From an optimization exercise on the open Yosys and OpenROAD flow, aimed at small area, a short achievable clock period and few clock cycles per item; shortcuts taken in it are not production practice. In this exercise RTL edits were held to simulation tests only and were not proved equivalent to the original. Power figures rest on the tool's default switching activity, not on a simulated workload.

==> v4: inputs <==
==> flow/design.v <==
module uartty_core (
    input  wire        clk,
    input  wire        rst,
    input  wire [13:0] cfg_flags,
    input  wire [7:0]  cfg_erase_code,
    input  wire [7:0]  cfg_kill_code,
    input  wire [7:0]  cfg_werase_code,
    input  wire        ev_valid,
    input  wire [2:0]  ev_kind,
    input  wire [7:0]  ev_data,
    output wire        ev_ready,
    output wire        rsp_valid,
    output wire [1:0]  rsp_code,
    output wire [7:0]  rsp_data,
    output wire        rsp_txie,
    output wire        rsp_rd_ready,
    output wire        rsp_tx_full
);
    localparam [7:0] C_XON   = 8'h11;
    localparam [7:0] C_XOFF  = 8'h13;
    localparam [7:0] C_CR    = 8'h0D;
    localparam [7:0] C_NL    = 8'h0A;
    localparam [7:0] C_BS    = 8'h08;
    localparam [7:0] C_SP    = 8'h20;
    localparam [7:0] C_BEL   = 8'h07;
    localparam [7:0] C_CARET = 8'h5E;
    localparam [1:0] RES_OK    = 2'd0;
    localparam [1:0] RES_BYTE  = 2'd1;
    localparam [1:0] RES_FULL  = 2'd2;
    localparam [1:0] RES_EMPTY = 2'd3;
    wire cfg_canonical = cfg_flags[0];
    wire cfg_echo      = cfg_flags[1];
    wire cfg_echoe     = cfg_flags[2];
    wire cfg_echok     = cfg_flags[3];
    wire cfg_echoctl   = cfg_flags[4];
    wire cfg_echonl    = cfg_flags[5];
    wire cfg_icrnl     = cfg_flags[6];
    wire cfg_inlcr     = cfg_flags[7];
    wire cfg_igncr     = cfg_flags[8];
    wire cfg_istrip    = cfg_flags[9];
    wire cfg_ocrnl     = cfg_flags[10];
    wire cfg_onlcr     = cfg_flags[11];
    wire cfg_flow      = cfg_flags[12];
    wire cfg_bell      = cfg_flags[13];
    function is_ctl(input [7:0] c);
        is_ctl = (c < 8'h20) || (c == 8'h7F);
    endfunction
    reg [7:0] rx_mem [0:127];
    reg [6:0] rx_head, rx_tail;
    reg [6:0] rx_cnt;          
    reg [6:0] pl_start;        
    reg [7:0] pl_w;            
    reg [6:0] sp_cnt;          
    reg [7:0] tx_mem [0:63];
    reg [5:0] tx_head, tx_tail;
    reg [5:0] tx_cnt;          
    reg [7:0] backlog;         
    reg [1:0] es;              
    reg       txie, halt, plf;
    reg       a_valid;
    reg       a_rx, a_txrdy, a_rd, a_wr;
    reg [7:0] a_byte;          
    reg       a_xoff, a_xon, a_ign, a_erase, a_kill, a_werase;
    reg       a_ins;           
    reg       a_nl, a_sp, a_wt2, a_need2;
    reg       a_echo;          
    reg       a_caret;         
    localparam [1:0] B_EXEC = 2'd0;    
    localparam [1:0] B_ECHO2 = 2'd1;   
    localparam [1:0] B_WER1 = 2'd2;    
    localparam [1:0] B_WER2 = 2'd3;    
    reg [1:0] bs;
    reg [7:0] b_byte;          
    reg       b_echo, b_caret, b_any;
    reg       r_valid;
    reg [1:0] r_code;
    reg [7:0] r_data;
    reg       r_txie, r_rdr, r_txf;
    wire b_busy = (bs != B_EXEC);
    assign ev_ready = !a_valid || !b_busy;
    assign rsp_valid    = r_valid;
    assign rsp_code     = r_code;
    assign rsp_data     = r_data;
    assign rsp_txie     = r_txie;
    assign rsp_rd_ready = r_rdr;
    assign rsp_tx_full  = r_txf;
    wire [7:0] in_b1 = cfg_istrip ? {1'b0, ev_data[6:0]} : ev_data;
    wire [7:0] in_b  = (cfg_icrnl && in_b1 == C_CR) ? C_NL :
                       (cfg_inlcr && in_b1 == C_NL) ? C_CR : in_b1;
    wire in_xoff  = cfg_flow && ev_data == C_XOFF;
    wire in_xon   = cfg_flow && ev_data == C_XON;
    wire in_ign   = !in_xoff && !in_xon && cfg_igncr && in_b1 == C_CR;
    wire in_plain = !in_xoff && !in_xon && !in_ign;
    wire in_erase = in_plain && cfg_canonical && (in_b == cfg_erase_code || in_b == C_BS);
    wire in_kill  = in_plain && cfg_canonical && !in_erase && in_b == cfg_kill_code;
    wire in_wer   = in_plain && cfg_canonical && !in_erase && !in_kill && in_b == cfg_werase_code;
    wire in_nl    = in_b == C_NL;
    wire in_ctl   = is_ctl(in_b);
    wire [7:0] in_byte = (ev_kind == 3'd1) ? in_b : ev_data;
    wire b_exec = !b_busy && a_valid;
    wire [6:0] rx_tail_m1 = rx_tail - 7'd1;
    wire [6:0] rx_tail_p1 = rx_tail + 7'd1;
    wire [6:0] rx_head_p1 = rx_head + 7'd1;
    wire       rx_empty   = rx_cnt == 7'd0;
    wire       rx_le125   = rx_cnt <= 7'd125;
    wire       rx_ne127   = rx_cnt != 7'd127;
    wire       pl_empty   = rx_tail == pl_start;
    wire [6:0] rx_raddr = (b_exec && a_rd) ? rx_head : rx_tail_m1;
    wire [7:0] rx_rdata = rx_mem[rx_raddr];
    wire       rd_c_sp  = rx_rdata == C_SP;
    wire       rd_c_wt2 = cfg_echoctl && is_ctl(rx_rdata);
    wire [5:0] tx_tail_p1 = tx_tail + 6'd1;
    wire [5:0] tx_head_p1 = tx_head + 6'd1;
    wire       tx_full    = tx_cnt == 6'd63;
    wire       tx_full2   = tx_cnt == 6'd62;    
    wire       tx_empty   = tx_cnt == 6'd0;
    wire [7:0] tx_first   = tx_mem[tx_head];
    wire rd_ready = cfg_canonical ? (rx_head != pl_start) : !rx_empty;
    wire       admit    = a_need2 ? rx_le125 : rx_ne127;
    wire [7:0] enq_byte = (bs == B_ECHO2) ? (b_byte ^ 8'h40) :
                          bs[1]           ? (b_caret ? C_CARET : b_byte) :
                          (a_ins && !admit) ? C_BEL :
                          a_caret         ? C_CARET : a_byte;
    reg  [6:0] n_head, n_tail, n_pl_start, n_sp_cnt, n_rx_cnt;
    reg        f_rdr_set;      
    reg        f_rd;           
    reg        f_deq;          
    reg  [7:0] n_pl_w, n_backlog;
    reg  [1:0] n_es, n_bs;
    reg        n_txie, n_halt, n_plf;
    reg  [5:0] n_tx_head;
    reg        enq;            
    reg        done;           
    reg  [1:0] n_code;
    reg  [7:0] n_data;
    reg  [7:0] n_b_byte;
    reg        n_b_echo, n_b_caret, n_b_any;
    task retract_one(input flag);
        begin
            n_tail = rx_tail_m1;
            n_rx_cnt = rx_cnt - 7'd1;
            n_pl_w = rd_c_wt2 ? pl_w - 8'd2 : pl_w - 8'd1;
            if (rd_c_sp) n_sp_cnt = sp_cnt - 7'd1;
            if (flag) begin
                n_backlog = rd_c_wt2 ? backlog + 8'd2 : backlog + 8'd1;
                n_txie = 1'b1;
            end
        end
    endtask
    task retract_line(input flag);
        begin
            n_tail = pl_start;
            n_rx_cnt = pl_start - rx_head;
            n_pl_w = 8'd0;
            n_sp_cnt = 7'd0;
            if (flag && !pl_empty) begin
                n_backlog = backlog + pl_w;
                n_txie = 1'b1;
            end
        end
    endtask
    task echo_a;
        begin
            if (a_echo) begin
                enq = 1'b1;
                if (a_caret) begin
                    n_bs = B_ECHO2;
                    done = 1'b0;
                end
            end
        end
    endtask
    always @(*) begin
        n_head = rx_head;
        n_tail = rx_tail;
        n_rx_cnt = rx_cnt;
        f_rdr_set = 1'b0;
        f_rd = 1'b0;
        f_deq = 1'b0;
        n_pl_start = pl_start;
        n_sp_cnt = sp_cnt;
        n_pl_w = pl_w;
        n_backlog = backlog;
        n_es = es;
        n_bs = bs;
        n_txie = txie;
        n_halt = halt;
        n_plf = plf;
        n_tx_head = tx_head;
        enq = 1'b0;
        done = 1'b0;
        n_code = RES_OK;
        n_data = 8'd0;
        n_b_byte = b_byte;
        n_b_echo = b_echo;
        n_b_caret = b_caret;
        n_b_any = b_any;
        case (bs)
        B_EXEC: if (a_valid) begin
            done = 1'b1;
            n_b_byte = a_byte;
            n_b_echo = a_echo;
            n_b_caret = a_caret;
            n_b_any = 1'b0;
            if (a_rx) begin
                if (a_xoff) begin
                    n_halt = 1'b1;
                    n_txie = 1'b0;
                end else if (a_xon) begin
                    n_halt = 1'b0;
                    n_txie = 1'b1;
                end else if (a_ign) begin
                end else if (a_erase) begin
                    if (!pl_empty) begin
                        retract_one(cfg_echoe);
                        if (!cfg_echoe) echo_a;
                    end
                end else if (a_kill) begin
                    retract_line(cfg_echok);
                    if (!cfg_echok && !pl_empty) echo_a;
                end else if (a_werase) begin
                    if (sp_cnt == 7'd0) begin
                        retract_line(cfg_echoe);
                        if (!cfg_echoe && !pl_empty) echo_a;
                    end else begin
                        done = 1'b0;
                        n_bs = B_WER1;
                        if (!rd_c_sp) n_bs = B_WER2;
                        retract_one(cfg_echoe);    
                        n_b_any = 1'b1;
                    end
                end else begin
                    if (admit) begin
                        n_tail = rx_tail_p1;
                        n_rx_cnt = rx_cnt + 7'd1;
                        f_rdr_set = a_nl || !cfg_canonical;
                        if (cfg_canonical && a_nl) begin
                            n_pl_start = rx_tail_p1;
                            n_pl_w = 8'd0;
                            n_sp_cnt = 7'd0;
                        end else begin
                            n_pl_w = a_wt2 ? pl_w + 8'd2 : pl_w + 8'd1;
                            if (a_sp) n_sp_cnt = sp_cnt + 7'd1;
                        end
                        echo_a;
                    end else if (cfg_bell) begin
                        enq = 1'b1;
                    end
                end
            end else if (a_txrdy) begin
                if (halt) begin
                    n_txie = 1'b0;
                end else if (plf) begin
                    n_plf = 1'b0;
                    n_code = RES_BYTE;
                    n_data = C_NL;
                end else if (es == 2'd0 && backlog != 8'd0) begin
                    n_backlog = backlog - 8'd1;
                    n_es = 2'd2;
                    n_code = RES_BYTE;
                    n_data = C_BS;
                end else if (es == 2'd2) begin
                    n_es = 2'd3;
                    n_code = RES_BYTE;
                    n_data = C_SP;
                end else if (es == 2'd3) begin
                    n_es = 2'd0;
                    n_code = RES_BYTE;
                    n_data = C_BS;
                end else if (!tx_empty) begin
                    n_tx_head = tx_head_p1;
                    f_deq = 1'b1;
                    n_code = RES_BYTE;
                    if (cfg_ocrnl && tx_first == C_CR) begin
                        n_data = C_NL;
                    end else if (cfg_onlcr && tx_first == C_NL) begin
                        n_data = C_CR;
                        n_plf = 1'b1;
                    end else begin
                        n_data = tx_first;
                    end
                end else begin
                    n_txie = 1'b0;
                end
            end else if (a_rd) begin
                if (rd_ready) begin
                    n_head = rx_head_p1;
                    n_rx_cnt = rx_cnt - 7'd1;
                    f_rd = 1'b1;
                    n_code = RES_BYTE;
                    n_data = rx_rdata;
                end else begin
                    n_code = RES_EMPTY;
                end
            end else if (a_wr) begin
                enq = 1'b1;
                n_code = tx_full ? RES_FULL : RES_OK;
            end
        end
        B_ECHO2: begin
            enq = 1'b1;
            done = 1'b1;
            n_bs = B_EXEC;
        end
        default: begin    
            if (sp_cnt == 7'd0) begin
                retract_line(cfg_echoe);
                n_b_any = b_any || !pl_empty;
                done = 1'b1;
            end else if (bs == B_WER1 || !rd_c_sp) begin
                retract_one(cfg_echoe);
                n_b_any = 1'b1;
                if (!rd_c_sp) n_bs = B_WER2;
            end else begin
                done = 1'b1;
            end
            if (done) begin
                n_bs = B_EXEC;
                if (!cfg_echoe && n_b_any && b_echo) begin
                    enq = 1'b1;
                    if (b_caret) begin
                        n_bs = B_ECHO2;
                        done = 1'b0;
                    end
                end
            end
        end
        endcase
        if (enq) n_txie = 1'b1;
    end
    wire       tx_we   = enq && !tx_full;
    wire [5:0] n_tx_tail = tx_we ? tx_tail_p1 : tx_tail;
    wire [5:0] n_tx_cnt  = tx_we ? tx_cnt + 6'd1 : f_deq ? tx_cnt - 6'd1 : tx_cnt;
    wire       n_tx_full = tx_we ? tx_full2 : (tx_full && !f_deq);
    wire       rd_more   = cfg_canonical ? (rx_head_p1 != pl_start) : (rx_cnt != 7'd1);
    wire       n_rdr     = f_rdr_set || (f_rd ? rd_more : rd_ready);
    always @(posedge clk) begin
        rx_mem[rx_tail] <= a_byte;
        tx_mem[tx_tail] <= enq_byte;
    end
    always @(posedge clk) begin
        if (rst) begin
            a_valid  <= 1'b0;
            bs       <= B_EXEC;
            r_valid  <= 1'b0;
            rx_head  <= 7'd0;
            rx_tail  <= 7'd0;
            rx_cnt   <= 7'd0;
            tx_cnt   <= 6'd0;
            pl_start <= 7'd0;
            pl_w     <= 8'd0;
            sp_cnt   <= 7'd0;
            tx_head  <= 6'd0;
            tx_tail  <= 6'd0;
            backlog  <= 8'd0;
            es       <= 2'd0;
            txie     <= 1'b0;
            halt     <= 1'b0;
            plf      <= 1'b0;
        end else begin
            if (ev_ready)
                a_valid <= ev_valid;
            bs       <= n_bs;
            r_valid  <= done;
            rx_head  <= n_head;
            rx_tail  <= n_tail;
            rx_cnt   <= n_rx_cnt;
            tx_cnt   <= n_tx_cnt;
            pl_start <= n_pl_start;
            pl_w     <= n_pl_w;
            sp_cnt   <= n_sp_cnt;
            tx_head  <= n_tx_head;
            tx_tail  <= n_tx_tail;
            backlog  <= n_backlog;
            es       <= n_es;
            txie     <= n_txie;
            halt     <= n_halt;
            plf      <= n_plf;
        end
    end
    always @(posedge clk) begin
        if (ev_ready) begin
            a_rx     <= ev_kind == 3'd1;
            a_txrdy  <= ev_kind == 3'd2;
            a_rd     <= ev_kind == 3'd3;
            a_wr     <= ev_kind == 3'd4;
            a_byte   <= in_byte;
            a_xoff   <= in_xoff;
            a_xon    <= in_xon;
            a_ign    <= in_ign;
            a_erase  <= in_erase;
            a_kill   <= in_kill;
            a_werase <= in_wer;
            a_nl     <= in_nl;
            a_sp     <= in_b == C_SP;
            a_wt2    <= cfg_echoctl && in_ctl;
            a_need2  <= cfg_canonical && !in_nl;
            a_echo   <= in_nl ? (cfg_echo || cfg_echonl) : cfg_echo;
            a_ins    <= ev_kind == 3'd1 && in_plain && !in_erase && !in_kill && !in_wer;
            a_caret  <= ev_kind == 3'd1 && !in_nl && cfg_echo && cfg_echoctl && in_ctl;
        end
        b_byte  <= n_b_byte;
        b_echo  <= n_b_echo;
        b_caret <= n_b_caret;
        b_any   <= n_b_any;
        r_code  <= n_code;
        r_data  <= n_data;
        r_txie  <= n_txie;
        r_rdr   <= n_rdr;
        r_txf   <= n_tx_full;
    end
endmodule
==> flow/run.sh <==
#!/bin/bash
# synth_recipe.tcl (not shown) runs the flow's synth.tcl, then flattens the netlist and writes it again
# the make line also repeats each setting of config.mk as NAME=value (left out here)
make -C /OpenROAD-flow-scripts/flow DESIGN_CONFIG=/design/flow/config.mk WORK_HOME=/design/flow/orfs CLKGATE_MAP_FILE= SYNTH_SCRIPT=/design/flow/synth_recipe.tcl finish
==> flow/config.mk <==
export PLATFORM = sky130hd
export DESIGN_NAME = uartty_core
export DESIGN_NICKNAME = uartty_core
export VERILOG_FILES = /design/flow/design.v
export SDC_FILE = /design/flow/constraint.sdc
export NUM_CORES = 4
export LEC_CHECK = 0
export CAP_MARGIN = 20
export CORE_MARGIN = 2
export CORE_UTILIZATION = 40
export SLEW_MARGIN = 20
==> flow/constraint.sdc <==
create_clock -name core_clock -period 8.0 [get_ports {clk}]
set_input_delay 1.6000 -clock core_clock [delete_from_list [all_inputs] [get_ports {clk}]]
set_output_delay 1.6000 -clock core_clock [all_outputs]
set_load 0.01 [all_outputs]
==> inputs of v11, as changes to v4 <==
--- a/flow/design.v
+++ b/flow/design.v
@@ -48,5 +48,4 @@
     reg [7:0] rx_mem [0:127];
     reg [6:0] rx_head, rx_tail;
-    reg [6:0] rx_cnt;          
     reg [6:0] pl_start;        
     reg [7:0] pl_w;            
@@ -54,5 +53,4 @@
     reg [7:0] tx_mem [0:63];
     reg [5:0] tx_head, tx_tail;
-    reg [5:0] tx_cnt;          
     reg [7:0] backlog;         
     reg [1:0] es;              
@@ -62,5 +60,4 @@
     reg [7:0] a_byte;          
     reg       a_xoff, a_xon, a_ign, a_erase, a_kill, a_werase;
-    reg       a_ins;           
     reg       a_nl, a_sp, a_wt2, a_need2;
     reg       a_echo;          
@@ -98,11 +95,11 @@
     wire in_ctl   = is_ctl(in_b);
     wire [7:0] in_byte = (ev_kind == 3'd1) ? in_b : ev_data;
+    wire a_take = ev_valid && ev_ready;
     wire b_exec = !b_busy && a_valid;
     wire [6:0] rx_tail_m1 = rx_tail - 7'd1;
     wire [6:0] rx_tail_p1 = rx_tail + 7'd1;
     wire [6:0] rx_head_p1 = rx_head + 7'd1;
-    wire       rx_empty   = rx_cnt == 7'd0;
-    wire       rx_le125   = rx_cnt <= 7'd125;
-    wire       rx_ne127   = rx_cnt != 7'd127;
+    wire [6:0] rx_count   = rx_tail - rx_head;
+    wire       rx_empty   = rx_head == rx_tail;
     wire       pl_empty   = rx_tail == pl_start;
     wire [6:0] rx_raddr = (b_exec && a_rd) ? rx_head : rx_tail_m1;
@@ -111,19 +108,12 @@
     wire       rd_c_wt2 = cfg_echoctl && is_ctl(rx_rdata);
     wire [5:0] tx_tail_p1 = tx_tail + 6'd1;
+    wire [5:0] tx_tail_p2 = tx_tail + 6'd2;
     wire [5:0] tx_head_p1 = tx_head + 6'd1;
-    wire       tx_full    = tx_cnt == 6'd63;
-    wire       tx_full2   = tx_cnt == 6'd62;    
-    wire       tx_empty   = tx_cnt == 6'd0;
+    wire       tx_full    = tx_tail_p1 == tx_head;
+    wire       tx_full2   = tx_tail_p2 == tx_head;    
+    wire       tx_empty   = tx_head == tx_tail;
     wire [7:0] tx_first   = tx_mem[tx_head];
     wire rd_ready = cfg_canonical ? (rx_head != pl_start) : !rx_empty;
-    wire       admit    = a_need2 ? rx_le125 : rx_ne127;
-    wire [7:0] enq_byte = (bs == B_ECHO2) ? (b_byte ^ 8'h40) :
-                          bs[1]           ? (b_caret ? C_CARET : b_byte) :
-                          (a_ins && !admit) ? C_BEL :
-                          a_caret         ? C_CARET : a_byte;
-    reg  [6:0] n_head, n_tail, n_pl_start, n_sp_cnt, n_rx_cnt;
-    reg        f_rdr_set;      
-    reg        f_rd;           
-    reg        f_deq;          
+    reg  [6:0] n_head, n_tail, n_pl_start, n_sp_cnt;
     reg  [7:0] n_pl_w, n_backlog;
     reg  [1:0] n_es, n_bs;
@@ -131,4 +121,6 @@
     reg  [5:0] n_tx_head;
     reg        enq;            
+    reg  [7:0] enq_byte;
+    reg        rx_we;
     reg        done;           
     reg  [1:0] n_code;
@@ -139,5 +131,4 @@
         begin
             n_tail = rx_tail_m1;
-            n_rx_cnt = rx_cnt - 7'd1;
             n_pl_w = rd_c_wt2 ? pl_w - 8'd2 : pl_w - 8'd1;
             if (rd_c_sp) n_sp_cnt = sp_cnt - 7'd1;
@@ -151,5 +142,4 @@
         begin
             n_tail = pl_start;
-            n_rx_cnt = pl_start - rx_head;
             n_pl_w = 8'd0;
             n_sp_cnt = 7'd0;
@@ -164,4 +154,5 @@
             if (a_echo) begin
                 enq = 1'b1;
+                enq_byte = a_caret ? C_CARET : a_byte;
                 if (a_caret) begin
                     n_bs = B_ECHO2;
@@ -174,8 +165,4 @@
         n_head = rx_head;
         n_tail = rx_tail;
-        n_rx_cnt = rx_cnt;
-        f_rdr_set = 1'b0;
-        f_rd = 1'b0;
-        f_deq = 1'b0;
         n_pl_start = pl_start;
         n_sp_cnt = sp_cnt;
@@ -189,4 +176,6 @@
         n_tx_head = tx_head;
         enq = 1'b0;
+        enq_byte = a_byte;
+        rx_we = 1'b0;
         done = 1'b0;
         n_code = RES_OK;
@@ -231,8 +220,7 @@
                     end
                 end else begin
-                    if (admit) begin
+                    if (a_need2 ? (rx_count <= 7'd125) : (rx_count != 7'd127)) begin
+                        rx_we = 1'b1;
                         n_tail = rx_tail_p1;
-                        n_rx_cnt = rx_cnt + 7'd1;
-                        f_rdr_set = a_nl || !cfg_canonical;
                         if (cfg_canonical && a_nl) begin
                             n_pl_start = rx_tail_p1;
@@ -246,4 +234,5 @@
                     end else if (cfg_bell) begin
                         enq = 1'b1;
+                        enq_byte = C_BEL;
                     end
                 end
@@ -270,5 +259,4 @@
                 end else if (!tx_empty) begin
                     n_tx_head = tx_head_p1;
-                    f_deq = 1'b1;
                     n_code = RES_BYTE;
                     if (cfg_ocrnl && tx_first == C_CR) begin
@@ -286,6 +274,4 @@
                 if (rd_ready) begin
                     n_head = rx_head_p1;
-                    n_rx_cnt = rx_cnt - 7'd1;
-                    f_rd = 1'b1;
                     n_code = RES_BYTE;
                     n_data = rx_rdata;
@@ -295,4 +281,5 @@
             end else if (a_wr) begin
                 enq = 1'b1;
+                enq_byte = a_byte;
                 n_code = tx_full ? RES_FULL : RES_OK;
             end
@@ -300,4 +287,5 @@
         B_ECHO2: begin
             enq = 1'b1;
+            enq_byte = b_byte ^ 8'h40;
             done = 1'b1;
             n_bs = B_EXEC;
@@ -319,4 +307,5 @@
                 if (!cfg_echoe && n_b_any && b_echo) begin
                     enq = 1'b1;
+                    enq_byte = b_caret ? C_CARET : b_byte;
                     if (b_caret) begin
                         n_bs = B_ECHO2;
@@ -331,11 +320,10 @@
     wire       tx_we   = enq && !tx_full;
     wire [5:0] n_tx_tail = tx_we ? tx_tail_p1 : tx_tail;
-    wire [5:0] n_tx_cnt  = tx_we ? tx_cnt + 6'd1 : f_deq ? tx_cnt - 6'd1 : tx_cnt;
-    wire       n_tx_full = tx_we ? tx_full2 : (tx_full && !f_deq);
-    wire       rd_more   = cfg_canonical ? (rx_head_p1 != pl_start) : (rx_cnt != 7'd1);
-    wire       n_rdr     = f_rdr_set || (f_rd ? rd_more : rd_ready);
+    wire       n_tx_full = tx_we ? (tx_full2 && n_tx_head == tx_head)
+                                 : (n_tx_head == tx_head ? tx_full : 1'b0);
+    wire       n_rdr = cfg_canonical ? (n_head != n_pl_start) : (n_head != n_tail);
     always @(posedge clk) begin
-        rx_mem[rx_tail] <= a_byte;
-        tx_mem[tx_tail] <= enq_byte;
+        if (rx_we) rx_mem[rx_tail] <= a_byte;
+        if (tx_we) tx_mem[tx_tail] <= enq_byte;
     end
     always @(posedge clk) begin
@@ -346,6 +334,4 @@
             rx_head  <= 7'd0;
             rx_tail  <= 7'd0;
-            rx_cnt   <= 7'd0;
-            tx_cnt   <= 6'd0;
             pl_start <= 7'd0;
             pl_w     <= 8'd0;
@@ -359,12 +345,12 @@
             plf      <= 1'b0;
         end else begin
-            if (ev_ready)
-                a_valid <= ev_valid;
+            if (a_take)
+                a_valid <= 1'b1;
+            else if (b_exec)
+                a_valid <= 1'b0;
             bs       <= n_bs;
             r_valid  <= done;
             rx_head  <= n_head;
             rx_tail  <= n_tail;
-            rx_cnt   <= n_rx_cnt;
-            tx_cnt   <= n_tx_cnt;
             pl_start <= n_pl_start;
             pl_w     <= n_pl_w;
@@ -380,5 +366,5 @@
     end
     always @(posedge clk) begin
-        if (ev_ready) begin
+        if (a_take) begin
             a_rx     <= ev_kind == 3'd1;
             a_txrdy  <= ev_kind == 3'd2;
@@ -397,16 +383,19 @@
             a_need2  <= cfg_canonical && !in_nl;
             a_echo   <= in_nl ? (cfg_echo || cfg_echonl) : cfg_echo;
-            a_ins    <= ev_kind == 3'd1 && in_plain && !in_erase && !in_kill && !in_wer;
-            a_caret  <= ev_kind == 3'd1 && !in_nl && cfg_echo && cfg_echoctl && in_ctl;
+            a_caret  <= !in_nl && cfg_echo && cfg_echoctl && in_ctl;
+        end
+        if (b_exec || b_busy) begin
+            b_byte  <= n_b_byte;
+            b_echo  <= n_b_echo;
+            b_caret <= n_b_caret;
+            b_any   <= n_b_any;
+        end
+        if (done) begin
+            r_code <= n_code;
+            r_data <= n_data;
+            r_txie <= n_txie;
+            r_rdr  <= n_rdr;
+            r_txf  <= n_tx_full;
         end
-        b_byte  <= n_b_byte;
-        b_echo  <= n_b_echo;
-        b_caret <= n_b_caret;
-        b_any   <= n_b_any;
-        r_code  <= n_code;
-        r_data  <= n_data;
-        r_txie  <= n_txie;
-        r_rdr   <= n_rdr;
-        r_txf   <= n_tx_full;
     end
 endmodule
==> comparison table <==
Worst Hold End: v11 sp_cnt[2]$_SDFFE_PP0P_; v4 tx_head[5]$_SDFFE_PP0P_
Final sequential cell count: v11 1649; v4 1669
Area used by multi-input combinational logic: v11 19800 sq um; v4 19900 sq um
Wire length the detailed router placed on met1: v11 81.5 mm; v4 79.9 mm
Post-layout total power: v11 0.0181 W; v4 0.0184 W
CP max stage delay: v11 0.81 ns; v4 0.98 ns
Routability-driven placement congestion ratio: v11 0.902; v4 0.887
Int Pwr: v11 0.0141 W; v4 0.0143 W
Met1 Use GR: v11 0.305; v4 0.296
Clock buffer cells: v11 205; v4 215
Setup slack of the most critical reg-to-reg path: v11 0.30 ns; v4 0.23 ns
Detailed placement HPWL: v11 122 mm; v4 119 mm
Status: v11 timing/DRC/antenna clean; v4 timing/DRC/antenna clean
Average detailed-routed wire length per instance: v11 27.1 um; v4 26.7 um
Final-layout worst hold slack: v11 0.533 ns; v4 0.512 ns
Start point of the worst min-delay path: v11 sp_cnt[2]$_SDFFE_PP0P_; v4 tx_head[5]$_SDFFE_PP0P_
Xor and xnor fraction of the mapped netlist area: v11 0.0139; v4 0.0120
Final worst-path setup slack: v11 0.296 ns; v4 0.227 ns
Via-to-Cell Ratio: v11 5.85; v4 5.83
Arrival time worst endpoint: v11 8.10 ns; v4 8.47 ns
Testbench counts of v4, summed over its fixed seeds: cycles 24,270, events 24,000.
Testbench counts of v11, summed over its fixed seeds: cycles 24,270, events 24,000.

==> what the ideal ports hide <==
Ports are ideal in the flow. The routed layouts listed here were re-timed in OpenROAD. Step 1, drivers: a clkbuf_16 drives clk and a buf_2 each remaining input, both assumed. Step 2 moves the port delays by t, midway between the first and last clock arrival at a register: inputs arrive t later, outputs are due t later. That takes back most of the time a late clock gives input paths. a / b / c = no drivers / after step 1 / after step 2; a / b = the first two.
run	t (ns)	setup WS [ns]	clock arrival spread, ns	worst register clock-pin slew, ns
v4	0.871	0.227 / 0.227 / 0.227	0.038 / 0.038	0.07 / 0.07
v11	0.876	0.296 / 0.296 / 0.296	0.054 / 0.054	0.07 / 0.07
After both steps every run listed still meets setup and hold.
